This is an optimization exercise on Yosys and OpenROAD, whose aim is small area, not a production implementation.
The RTL was checked by simulation tests, not by an equivalence proof against the original design.
Power figures rest on the tool's default switching activity, not on a simulated workload.

Design speden_display, start of the top module:
module speden_display (
  input  wire        clk,
  input  wire        rst,
  input  wire        cmd_valid,
  output wire        cmd_ready,
  input  wire [2:0]  cmd,
  input  wire [15:0] score,
  input  wire        high_score,
  output reg  [5:0]  src_addr,
  input  wire [7:0]  src_data,
  output wire        done,
  output wire [1:0]  status,
  output reg         ovf,
  output reg         irq_hold,
  output wire        sdi,
  output wire        sck,
  output wire        rck,
  output wire        clr,
  output wire        oe
);
Settings: LEC_CHECK=0, CAP_MARGIN=20, CORE_MARGIN=2, CORE_UTILIZATION=70, SLEW_MARGIN=20; clock period 15.0 ns.
standard.sh (not shown) runs the stock make flow with config.mk's settings and CLKGATE_MAP_FILE= SYNTH_SCRIPT=/design/flow/synth_recipe.tcl, a recipe that flattens the netlist after the stock synthesis.
==> flow/flow/run.sh <==
#!/bin/bash
# Own layout flow: the standard synthesis, its combinational logic re-mapped for area
# (registers untouched), then the standard ORFS flow with 1x port buffers and a lighter
# clock tree. Each tool's output goes to a log file of its own in this folder.
set -euo pipefail
W=$(pwd)
R=$W/orfs/results/$FLOW_PLATFORM/speden_display/base
# 1. standard synthesis, netlist only
bash standard.sh $R/1_2_yosys.v > $W/log_1_synth.txt 2>&1
cp $R/1_2_yosys.v $W/netlist_standard.v
# 2. area re-mapping of the gates between the registers, with a few ABC seeds in
#    parallel; the smallest netlist is kept
SEEDS="1 2 3 4"
for batch in "1 2 3 4"; do
  for s in $batch; do
    mkdir -p $W/remap_s$s
    sed "s/SEED/$s/g" flow/area.abc > $W/remap_s$s/area.abc
    ( cd $W/remap_s$s && bash $W/flow/remap.sh $W/netlist_standard.v $W/remap_s$s/netlist.v $W/remap_s$s/area.abc > $W/log_2_remap_s$s.txt 2>&1 ) &
  done
  wait
done
best=""; besta=""
for s in $SEEDS; do
  a=$(grep "Chip area for module" $W/log_2_remap_s$s.txt | tail -n 1 | awk '{print $NF}' || true)
  [[ -n "$a" && -f $W/remap_s$s/netlist.v ]] || continue
  if [[ -z "$besta" ]] || awk -v a="$a" -v b="$besta" 'BEGIN{exit !(a<b)}'; then best=$s; besta=$a; fi
done
echo "remap seeds: best $best area $besta" > $W/log_2_remap_pick.txt
if [[ -n "$best" ]]; then
  cp $W/remap_s$best/netlist.v $W/netlist_remap.v
else
  cp $W/netlist_standard.v $W/netlist_remap.v
fi
cp $W/netlist_remap.v $R/1_2_yosys.v
touch $R/1_2_yosys.v
# 3. the rest of the standard flow
bash standard.sh \
  "BUFFER_PORTS_ARGS=-buffer_cell sky130_fd_sc_hd__buf_1" \
  "CTS_ARGS=$(cat flow/cts_args.txt)" \
  finish > $W/log_3_layout.txt 2>&1
test -f $W/out/final.def
==> flow/flow/cts_args.txt <==
-sink_clustering_enable -repair_clock_nets -dont_use_dummy_load -sink_clustering_size 16 -sink_clustering_max_diameter 50 -buf_list {sky130_fd_sc_hd__clkbuf_8} -root_buf sky130_fd_sc_hd__clkbuf_4
Other scripts of this flow, unchanged in this note and not shown: flow/flow/area.abc, flow/flow/remap.sh
Next try:
--- a/flow/flow/run.sh
+++ b/flow/flow/run.sh
@@ -13,2 +13,2 @@
-SEEDS="1 2 3 4"
-for batch in "1 2 3 4"; do
+SEEDS="1 2 3 4 5 6 7 8"
+for batch in "1 2 3 4" "5 6 7 8"; do
==> flow/flow/cts_args.txt (replaced) <==
-sink_clustering_enable -repair_clock_nets -dont_use_dummy_load -sink_clustering_size 16 -sink_clustering_max_diameter 50 -buf_list {sky130_fd_sc_hd__clkbuf_8}
The new run went through all stages and came out clean.
Worst setup slack gains 85 ps.
Non-clock buffer count does not change.
Combinational power hardly moves.
Count of clock-buffer cells in the layout does not change.
Die area stays the same.
Total power rose slightly.
Design area stays flat.
Wire length fell slightly.
Sequential power stays flat.
Global-route usage hardly moves.
Next try:
--- a/flow/flow/run.sh
+++ b/flow/flow/run.sh
@@ -13,8 +13,5 @@
-SEEDS="1 2 3 4 5 6 7 8"
-for batch in "1 2 3 4" "5 6 7 8"; do
-  for s in $batch; do
-    mkdir -p $W/remap_s$s
-    sed "s/SEED/$s/g" flow/area.abc > $W/remap_s$s/area.abc
-    ( cd $W/remap_s$s && bash $W/flow/remap.sh $W/netlist_standard.v $W/remap_s$s/netlist.v $W/remap_s$s/area.abc > $W/log_2_remap_s$s.txt 2>&1 ) &
-  done
-  wait
+SEEDS="1 2 3 4"
+for s in $SEEDS; do
+  mkdir -p $W/remap_s$s
+  sed "s/SEED/$s/g" flow/area.abc > $W/remap_s$s/area.abc
+  ( cd $W/remap_s$s && bash $W/flow/remap.sh $W/netlist_standard.v $W/remap_s$s/netlist.v $W/remap_s$s/area.abc > $W/log_2_remap_s$s.txt 2>&1 ) &
@@ -21,0 +19 @@
+wait
Effect:
- sequential share of layout area is unchanged
- sequential power stays flat
- worst setup slack is unchanged
- design area is unchanged
- routed wire length stays the same

## static timing again, ports no longer ideal
The flow's constraints put no driver on any port. The routed layouts listed below were extracted and timed again, unchanged, in two steps. Step 1: set_driving_cell puts a clkbuf_16 on clk and a buf_2 on each other input, an assumption about the parent block. Step 2 also shifts input and output timing later by t, the mid clock arrival at the registers, as if the neighbouring blocks saw the same clock. a / b / c = no drivers / after step 1 / after step 2; a / b = the first two.
run | t, ns | setup slack, ns | worst setup path at the end | pins driven straight from the clock port
the first run | 0.597 | 8.823 / 8.791 / 9.005 | input to register | 1
the second run | 0.506 | 8.907 / 8.873 / 9.032 | input to register | 1
the third run | 0.506 | 8.907 / 8.873 / 9.032 | input to register | 1
After both steps setup and hold are still met in every run listed.
